What follows belongs to an exercise in optimizing a design on an open flow for small area, a short achievable clock period and few clock cycles; a production flow would make more cautious choices. In this exercise RTL edits were held to simulation tests only and were not proved equivalent to the original.

== job 7641 ==
==> flow/design.v (excerpt) <==
module mspfc_scale_alu (
    input  wire        clk,
    input  wire        rst,
    input  wire        in_valid,
    output wire        in_ready,
    input  wire        in_unpack,
    input  wire [2:0]  in_ty,
    input  wire        in_rnd,
    input  wire [63:0] in_v,
    input  wire [63:0] in_s,
    input  wire [63:0] in_o,
    input  wire [31:0] in_n,
    output reg         out_valid,
    output wire [2:0]  out_status,
    output wire [63:0] out_data
);
Settings: LEC_CHECK=0, CAP_MARGIN=20, CORE_MARGIN=2, CORE_UTILIZATION=55, SETUP_SLACK_MARGIN=3.4, SLEW_MARGIN=20; clock period 11.0 ns.
run.sh (not shown) runs the stock make flow with config.mk's settings and CLKGATE_MAP_FILE= SYNTH_SCRIPT=/design/flow/synth_recipe.tcl, a recipe that flattens the netlist after the stock synthesis.
Job 7641 completed; timing, DRC and antenna clean
Testbench counts of job 7641, summed over its fixed seeds: cycles 9,689.
Relative to job 7641, the following input files were edited for job 5371:
# job 7641
export LEC_CHECK = 0
export CAP_MARGIN = 20
export CORE_MARGIN = 2
export CORE_UTILIZATION = 55
export SETUP_SLACK_MARGIN = 3.4
export SLEW_MARGIN = 20
create_clock -name core_clock -period 11.0 [get_ports {clk}]
# job 5371
export LEC_CHECK = 0
export CAP_MARGIN = 20
export CORE_MARGIN = 2
export CORE_UTILIZATION = 45
export SETUP_SLACK_MARGIN = 3.5
export SLEW_MARGIN = 20
create_clock -name core_clock -period 11.0 [get_ports {clk}]
Notes after the runs:
- Job 5371 vs. job 7641: first-pass GRT wire length grew by 4.2%, total routed wire length on the met1 layer grew by 6700 um, area occupied by registers held steady, post-route fraction of the period consumed by the critical path shrank by 0.56 points.
- What job 7641 reported for non-clock buffer count has to be multiplied by 1.10 to get the figure for job 5371.
- Summary of the comparison: met2 track demand over resource is lower in job 5371, relative to job 7641.
- Core utilization (higher): job 7641
- The critical path arrival number comes out lower for job 5371 vs job 7641.
- The lower worst hold slack came out of job 5371.
- Of the two values seen for start point of the critical path, t8[2]$_DFFE_PN_ was produced by job 7641 and acc[65]$_DFF_P_ by job 5371.
- Going from job 7641 to job 5371, fmax rose 0.81%, maximum number of pins on one net before global-route repair fell 10%.
Input-level comparison between job 8374 and job 5371:
# job 5371
export LEC_CHECK = 0
export CAP_MARGIN = 20
export CORE_MARGIN = 2
export CORE_UTILIZATION = 45
export SETUP_SLACK_MARGIN = 3.5
export SLEW_MARGIN = 20
create_clock -name core_clock -period 11.0 [get_ports {clk}]
# job 8374
export LEC_CHECK = 0
export CAP_MARGIN = 20
export CORE_MARGIN = 2
export CORE_UTILIZATION = 55
export SETUP_SLACK_MARGIN = 3.5
export SLEW_MARGIN = 20
create_clock -name core_clock -period 11.0 [get_ports {clk}]
### Flow results
Job 8374 against job 5371: placer's final routability congestion estimate has increased, worst endpoint required time has decreased, worst setup margin has increased.
#### Input delta (job 6082 over job 8374)
# job 8374
export LEC_CHECK = 0
export CAP_MARGIN = 20
export CORE_MARGIN = 2
export CORE_UTILIZATION = 55
export SETUP_SLACK_MARGIN = 3.5
export SLEW_MARGIN = 20
create_clock -name core_clock -period 11.0 [get_ports {clk}]
# job 6082
export LEC_CHECK = 0
export CAP_MARGIN = 20
export CORE_MARGIN = 2
export CORE_UTILIZATION = 55
export SETUP_SLACK_MARGIN = 3.75
export SLEW_MARGIN = 20
create_clock -name core_clock -period 11.0 [get_ports {clk}]
## What came out
- Job 6082 against job 8374; final weighted congestion of routability-driven global placement is down slightly.
- Changes observed in job 6082 relative to job 8374: routed wire length grew by 2.1%, global-route usage grew by 0.80 points, synthesis-stage register bit count held steady.
- Against job 8374, job 6082 reports a final setup slack of the worst path that is higher.

Setup of before:
mspfc_scale_alu again, from the RTL that the note above started with.
Design mspfc_scale_alu, start of the top module:
module mspfc_scale_alu (
    input  wire        clk,
    input  wire        rst,
    input  wire        in_valid,
    output wire        in_ready,
    input  wire        in_unpack,
    input  wire [2:0]  in_ty,
    input  wire        in_rnd,
    input  wire [63:0] in_v,
    input  wire [63:0] in_s,
    input  wire [63:0] in_o,
    input  wire [31:0] in_n,
    output reg         out_valid,
    output wire [2:0]  out_status,
    output wire [63:0] out_data
);
    localparam integer W = 24;        
    localparam [2:0] ST_OK    = 3'd0;
    localparam [2:0] ST_ARG   = 3'd2;
    localparam [2:0] ST_RANGE = 3'd5;
    localparam [1:0] S_IDLE = 2'd0;
    localparam [1:0] S_RUN  = 2'd1;
    localparam [1:0] S_FIN  = 2'd2;
    reg  [1:0]  state;
    reg         first;       
    reg  [6:0]  cnt;
    reg  [3:0]  dig;         
    reg         op_unpack;
    reg  [2:0]  ty;
    reg         rnd;
    reg         bad;
    reg         neg;         
    reg         dneg;        
    reg         narrow;      
    reg  [2:0]  t8;
    reg  [64:0] a;           
    reg  [63:0] k;           
    reg  [W+1:0] k3;         
    reg         big;         
    reg  [65:0] acc;         
    reg  [W-1:0] rn;         
    reg  [64:0] q;           
    wire fin     = (state == S_FIN);
    wire run     = (state == S_RUN);
    wire pk_last = run && !op_unpack && (cnt[3:0] == {t8[1:0], 1'b0} + {t8[2], 3'b000});
    wire up_last = run && op_unpack && (cnt == 7'd0);
    assign in_ready = (state == S_IDLE) || fin || pk_last || up_last;
    wire accept  = in_valid && in_ready;
    wire        s_neg  = in_s[63];
    wire        s_zero = (in_s == 64'd0);
    wire        ty_bad = (in_ty[2:1] == 2'd3);
    wire        i_bad  = s_zero || ty_bad;
    wire [2:0]  i_t8 = (in_s[7:0]   != 8'd0) ? 3'd0 :
                       (in_s[15:8]  != 8'd0) ? 3'd1 :
                       (in_s[23:16] != 8'd0) ? 3'd2 :
                       (in_s[31:24] != 8'd0) ? 3'd3 : 3'd4;
  ...
==> flow/config.mk <==
export PLATFORM = sky130hd
export DESIGN_NAME = mspfc_scale_alu
export DESIGN_NICKNAME = mspfc_scale_alu
export VERILOG_FILES = /design/flow/design.v
export SDC_FILE = /design/flow/constraint.sdc
export NUM_CORES = 4
export LEC_CHECK = 0
export CAP_MARGIN = 10
export CORE_MARGIN = 2
export CORE_UTILIZATION = 55
export SETUP_SLACK_MARGIN = 3.5
export SLEW_MARGIN = 10
export TNS_END_PERCENT = 20
==> flow/constraint.sdc <==
create_clock -name core_clock -period 11.0 [get_ports {clk}]
set_input_delay 2.2000 -clock core_clock [delete_from_list [all_inputs] [get_ports {clk}]]
set_output_delay 2.2000 -clock core_clock [all_outputs]
set_load 0.01 [all_outputs]
Testbench counts of before, summed over its fixed seeds: cycles 9,689.
Inputs modified between before and after:
Settings: CAP_MARGIN now 20, was 10; TNS_END_PERCENT no longer set, was 20; CORE_UTILIZATION now 50, was 55; SLEW_MARGIN now 20, was 10.
Comparing fraction of final layout cells with drive strength greater than 1 for before and after, the bigger number came from after. after against before: critical path depth went up, number of nets in the finished design did not really move.

==> afterwards: timing with drivers on the ports <==
In the flow no input, the clock included, has a driving cell. The finished layouts below were timed again as built, in two steps.
Step 1 assumes that a clkbuf_16 drives the clock port and a buf_2 every other input.
Step 2 adds t to the input delays and takes it off the output delays; t is the mean of the earliest and latest rising clock arrival at the registers after step 1. Input paths then give back, and output paths get back, about the clock's delay inside the block.
Three values: no drivers, after step 1, after step 2; two values: the first two.
| run | t, ns | slack for setup (ns) | worst setup path after step 2 | worst data-port slew with drivers (ns) |
|---|---|---|---|---|
| job 7641 | 0.756 | 3.420 / 3.359 / 2.739 | input to register | 0.18 |
| job 5371 | 0.758 | 3.481 / 3.481 / 2.819 | input to register | 0.22 |
| job 8374 | 0.764 | 3.498 / 3.513 / 2.767 | input to register | 0.10 |
| job 6082 | 0.745 | 3.521 / 3.521 / 2.872 | input to register | 0.10 |
| before | 0.730 | 3.405 / 3.412 / 2.723 | input to register | 0.20 |
| after | 0.763 | 3.484 / 3.470 / 2.839 | input to register | 0.11 |
After both steps every run listed still meets setup and hold. The setup slack of job 8374, which loses most, moves by +0.015 ns with the drivers and by -0.731 ns with both steps.
